From an optimization exercise on the open Yosys and OpenROAD flow, aimed at small area, a short achievable clock period and few clock cycles per item; shortcuts taken in it are not production practice.
RTL that was checked went through simulation tests only; none was proved equivalent to the original.

Design sm3_core, start of the top module:
module sm3_core (
    input  wire         clk,
    input  wire         rst,         
    input  wire         start_i,
    input  wire         first_i,
    input  wire [511:0] block_i,     
    output wire         ready_o,
    output reg          done_o,
    output wire [255:0] digest_o     
);
==> flow/config.mk <==
export PLATFORM = sky130hd
export DESIGN_NAME = sm3_core
export DESIGN_NICKNAME = sm3_core
export VERILOG_FILES = /design/flow/design.v
export SDC_FILE = /design/flow/constraint.sdc
export NUM_CORES = 4
export LEC_CHECK = 0
export ABC_AREA = 1
export CAP_MARGIN = 20
export CORE_MARGIN = 2
export CORE_UTILIZATION = 40
export PLACE_DENSITY = 0.6
export SLEW_MARGIN = 20
==> flow/constraint.sdc <==
create_clock -name core_clock -period 20.0 [get_ports {clk}]
set_input_delay 4.0000 -clock core_clock [delete_from_list [all_inputs] [get_ports {clk}]]
set_output_delay 4.0000 -clock core_clock [all_outputs]
set_load 0.01 [all_outputs]
standard.sh (not shown) runs the stock make flow with config.mk's settings and CLKGATE_MAP_FILE= SYNTH_SCRIPT=/design/flow/synth_recipe.tcl, a recipe that flattens the netlist after the stock synthesis.
==> flow/flow/run.sh <==
#!/bin/bash
# Layout flow: the standard ORFS flow (standard synthesis unchanged),
# with each input and output port buffered by a small buf_1 cell instead of
# the delay buffer the placer picks by default.
set -euo pipefail
cd "$(dirname "$0")/.."
bash standard.sh "BUFFER_PORTS_ARGS=-buffer_cell sky130_fd_sc_hd__buf_1" finish > flow_make.log 2>&1
==> next run, changes <==
==> flow/flow/run.sh (replaced) <==
#!/bin/bash
# Layout flow: the standard ORFS flow (standard synthesis unchanged),
# with each input and output port buffered by a small buf_1 cell instead of
# the delay buffer the placer picks by default, and a clock tree without
# dummy balancing loads.
set -euo pipefail
cd "$(dirname "$0")/.."
bash standard.sh "BUFFER_PORTS_ARGS=-buffer_cell sky130_fd_sc_hd__buf_1" \
  "CTS_ARGS=-sink_clustering_enable -repair_clock_nets -dont_use_dummy_load -sink_clustering_size 30 -sink_clustering_max_diameter 80" \
  finish > flow_make.log 2>&1
--- a/flow/config.mk
+++ b/flow/config.mk
@@ -6,5 +6,4 @@
 export NUM_CORES = 4
 export LEC_CHECK = 0
-export ABC_AREA = 1
 export CAP_MARGIN = 20
 export CORE_MARGIN = 2
What happened: Wire length drops slightly. Synthesized area drops slightly. First-iteration DRC count drops by about a fifth. Flip-flop and latch count stays the same. Die area drops slightly. Cell area drops by a few percent. Synthesized cell count drops by a quarter to a third. Register-to-register slack gets worse by 530 ps.
==> next run, changes <==
==> flow/flow/run.sh (replaced) <==
#!/bin/bash
# Layout flow: the standard ORFS flow (standard synthesis unchanged),
# with each input and output port buffered by a small buf_1 cell instead of
# the delay buffer the placer picks by default.
set -euo pipefail
cd "$(dirname "$0")/.."
bash standard.sh "BUFFER_PORTS_ARGS=-buffer_cell sky130_fd_sc_hd__buf_1" finish > flow_make.log 2>&1
--- a/flow/config.mk
+++ b/flow/config.mk
@@ -8,5 +8,5 @@
 export CAP_MARGIN = 20
 export CORE_MARGIN = 2
-export CORE_UTILIZATION = 40
-export PLACE_DENSITY = 0.6
+export CORE_UTILIZATION = 60
+export PLACE_DENSITY = 0.75
 export SLEW_MARGIN = 20
- The new run completed with no timing, DRC or antenna violations
- non-clock buffer count went down by 4
- global-route usage went up by 12 points
- worst setup slack got worse by 120 ps
- worst hold slack improved by 27 ps
- routed wire length went down by 8.0%
No functional check of the RTL was part of any run of this note.


job 3221:
The RTL this note starts from:
==> flow/design.v <==
module sm3_core (
    input  wire         clk,
    input  wire         rst,         
    input  wire         start_i,
    input  wire         first_i,
    input  wire [511:0] block_i,     
    output wire         ready_o,
    output reg          done_o,
    output wire [255:0] digest_o     
);
    localparam [255:0] IV = {32'h7380166F, 32'h4914B2B9, 32'h172442D7, 32'hDA8A0600,
                             32'hA96F30BC, 32'h163138AA, 32'hE38DEE4D, 32'hB0FB0E4E};
    localparam [31:0]  T0 = 32'h79CC4519;
    localparam [31:0]  T1 = 32'h7A879D8A;
    function [31:0] p0;
        input [31:0] x;
        begin
            p0 = x ^ {x[22:0], x[31:23]} ^ {x[14:0], x[31:15]};
        end
    endfunction
    function [31:0] p1;
        input [31:0] x;
        begin
            p1 = x ^ {x[16:0], x[31:17]} ^ {x[8:0], x[31:9]};
        end
    endfunction
    function [31:0] add32;
        input [31:0] x, y;
        reg   [31:0] g, p;
        integer i, d;
        begin
            g = x & y;
            p = x ^ y;
            for (d = 1; d < 32; d = d * 2)
                for (i = 0; i < 32; i = i + 1)
                    if (i & d) begin
                        g[i] = g[i] | (p[i] & g[(i & ~(d - 1)) - 1]);
                        p[i] = p[i] & p[(i & ~(d - 1)) - 1];
                    end
            add32 = x ^ y ^ {g[30:0], 1'b0};
        end
    endfunction
    reg          busy_q;                 
    reg          rdy_q;                  
    reg          rdyo_q;                 
    reg  [5:0]   cnt_q;                  
    reg          early_q;                
    reg          late_q;                 
    reg          cv_q;                   
    reg          rcv_q;                  
    reg          rncv_q;                 
    reg          vf_q;                   
    reg  [255:0] v_q;                    
    reg  [255:0] s_q;                    
    reg  [511:0] w_q;                    
    reg  [31:0]  k_q;                    
    wire [31:0] w0  = w_q[511:480];      
    wire [31:0] w3  = w_q[415:384];
    wire [31:0] w4  = w_q[383:352];
    wire [31:0] w7  = w_q[287:256];
    wire [31:0] w10 = w_q[191:160];
    wire [31:0] w13 = w_q[95:64];
    wire [31:0] w16 = p1(w0 ^ w7 ^ {w13[16:0], w13[31:17]})
                      ^ {w3[24:0], w3[31:25]} ^ w10;         
    wire [31:0] wp  = w0 ^ w4;                               
    wire [31:0] a, b, c, d, e, f, g, h;
    assign {a, b, c, d, e, f, g, h} = s_q;
    wire [31:0] a12 = {a[19:0], a[31:20]};
    wire [31:0] s0s = a12 ^ e ^ k_q;
    wire [31:0] s0c = (a12 & e) | (a12 & k_q) | (e & k_q);
    wire [31:0] sst = add32(s0s, {s0c[30:0], 1'b0});
    wire [31:0] ss1 = {sst[24:0], sst[31:25]};
    wire [31:0] ss2 = ss1 ^ a12;
    wire [31:0] ff  = early_q ? (a ^ b ^ c) : ((a & b) | (a & c) | (b & c));
    wire [31:0] gg  = late_q ? ((e & f) | (~e & g)) : (e ^ f ^ g);
    wire [31:0] t1s = ff ^ d ^ wp;
    wire [31:0] t1c = {((ff & d) | (ff & wp) | (d & wp)), 1'b0};
    wire [31:0] x1  = add32(t1s, t1c);
    wire [31:0] tt1 = add32(x1, ss2);
    wire [31:0] t2s = gg ^ h ^ w0;
    wire [31:0] t2c = {((gg & h) | (gg & w0) | (h & w0)), 1'b0};
    wire [31:0] x2  = add32(t2s, t2c);
    wire [31:0] tt2 = add32(x2, ss1);
    wire [255:0] s_next = {tt1, a, {b[22:0], b[31:23]}, c,
                           p0(tt2), e, {f[12:0], f[31:13]}, g};
    wire [511:0] w_next = {w_q[479:0], w16};
    wire         last   = busy_q & (cnt_q == 6'd63);
    wire         acc    = start_i & rdy_q;
    wire         sel_iv = first_i | ~cv_q;             
    wire         ld_v   = rcv_q & ~first_i;            
    wire         ld_iv  = rncv_q | (rdy_q & first_i);  
    wire [255:0] v_use  = vf_q ? IV : v_q;
    wire         busy_n = ~rst & (acc | (busy_q & ~last));
    wire         rdy_n  = rst | (~acc & (rdy_q | last));
    wire         cv_n   = ~rst & (cv_q | acc);
    wire [5:0]   j_next = busy_q ? cnt_q + 6'd1 : 6'd0;
    assign ready_o  = rdyo_q;
    assign digest_o = v_q;
    always @(posedge clk) begin
        s_q <= ({256{busy_q}} & s_next) | ({256{ld_v}} & v_q) | ({256{ld_iv}} & IV);
        w_q <= ({512{busy_q}} & w_next) | ({512{rdy_q}} & block_i);
        if (last)
            v_q <= v_use ^ s_next;
        if (!busy_q)
            k_q <= T0;
        else if (cnt_q == 6'd15)
            k_q <= {T1[15:0], T1[31:16]};
        else
            k_q <= {k_q[30:0], k_q[31]};
        early_q <= (j_next < 6'd16);
        late_q  <= (j_next >= 6'd16);
        busy_q <= busy_n;
        rdy_q  <= rdy_n;
        rdyo_q <= ~busy_n;
        cv_q   <= cv_n;
        rcv_q  <= rdy_n & cv_n;
        rncv_q <= rdy_n & ~cv_n;
        if (rst) begin
            cnt_q  <= 6'd0;
            done_o <= 1'b0;
        end else begin
            done_o <= last;
            if (busy_q)
                cnt_q <= cnt_q + 6'd1;
            if (acc)
                vf_q <= sel_iv;
        end
    end
endmodule
export LEC_CHECK = 0
export CAP_MARGIN = 20
export CORE_MARGIN = 2
export CORE_UTILIZATION = 40
export PLACE_DENSITY = 0.6
export SLEW_MARGIN = 20
create_clock -name core_clock -period 20.0 [get_ports {clk}]
==> flow/flow/run.sh <==
#!/bin/bash
# Layout flow: the standard ORFS flow (standard synthesis unchanged),
# with each input and output port buffered by a small buf_1 cell instead of
# the delay buffer the placer picks by default, and a clock tree without
# dummy balancing loads.
set -euo pipefail
cd "$(dirname "$0")/.."
bash standard.sh "BUFFER_PORTS_ARGS=-buffer_cell sky130_fd_sc_hd__buf_1" \
  "CTS_ARGS=-sink_clustering_enable -repair_clock_nets -dont_use_dummy_load -buf_list sky130_fd_sc_hd__clkbuf_8 -root_buf sky130_fd_sc_hd__clkbuf_16 -sink_clustering_size 16 -sink_clustering_max_diameter 50" \
  finish > flow_make.log 2>&1
The final layout from job 3221, which completed every stage, passed the timing, DRC and antenna checks at the end of the flow.
Testbench counts of job 3221, summed over its fixed seeds: cycles 83,208, items 1,280.
## Diff of input files: job 6206 against job 3221
- an added ABC_AREA of 1
diff --git a/flow/flow/run.sh b/flow/flow/run.sh
--- a/flow/flow/run.sh
+++ b/flow/flow/run.sh
@@ -8,3 +8,3 @@
 bash standard.sh "BUFFER_PORTS_ARGS=-buffer_cell sky130_fd_sc_hd__buf_1" \
-  "CTS_ARGS=-sink_clustering_enable -repair_clock_nets -dont_use_dummy_load -buf_list sky130_fd_sc_hd__clkbuf_8 -root_buf sky130_fd_sc_hd__clkbuf_16 -sink_clustering_size 16 -sink_clustering_max_diameter 50" \
+  "CTS_ARGS=-sink_clustering_enable -repair_clock_nets -dont_use_dummy_load -buf_list sky130_fd_sc_hd__clkbuf_4 -root_buf sky130_fd_sc_hd__clkbuf_16 -sink_clustering_size 8 -sink_clustering_max_diameter 30" \
   finish > flow_make.log 2>&1
==> comparison <==
The flow completed for job 6206, but it is not clean: the layout still shows antenna rules.
Job 3221 → job 6206: transition time of the tightest slew-check pin has decreased, number of antenna violations at the first check in global routing moved up, synthesized cell count climbed 1098, clock tree buffer count of the final layout rose by about 130%, count of hold buffers inserted by post-cts repair now sits at about the same level.
Of the two candidates, job 3221 has the better via count and job 6206 the worse one.
Between job 6206 and job 3221, routed length per instance is lower for job 6206, job 3221 comes in above that.
The slowest stage cell on the critical path comes out sky130_fd_sc_hd__buf_4 in one run and sky130_fd_sc_hd__xor3_1 in the other, namely in job 6206 and job 3221 respectively.

-- what the ideal ports hide --
The results above use ideal ports. As a check the final layouts listed here were re-extracted and re-timed, cells and wires unchanged.
Step 1: set_driving_cell puts a clkbuf_16 on clk and a buf_2 on each other input, an assumption about the parent block.
Step 2 times the ports against the registers' clock, not the clock port: input delays grow and output delays shrink by t, the midpoint of the rising clock arrivals with the driver on.
Slacks: ideal / step 1 / step 2; pairs: ideal / step 1.
run	shift t [ns]	setup slack, ns	worst setup path after step 2	clock arrival spread, ns	worst register clock-pin slew, ns
the first run of note 1	0.828	13.407 / 13.416 / 12.640	input to register	0.042 / 0.042	0.07 / 0.07
the second run of note 1	0.770	12.887 / 12.887 / 12.887	register to register	0.112 / 0.111	0.12 / 0.12
the third run of note 1	0.774	12.763 / 12.763 / 12.763	register to register	0.026 / 0.027	0.07 / 0.07
job 3221	0.729	12.465 / 12.465 / 12.465	register to register	0.095 / 0.096	0.11 / 0.11
job 6206	0.873	13.707 / 13.707 / 13.142	input to register	0.093 / 0.093	0.09 / 0.09
For the first run of note 1, which loses most, drivers alone change the setup slack by +0.009 ns; drivers and shift together by -0.767 ns.
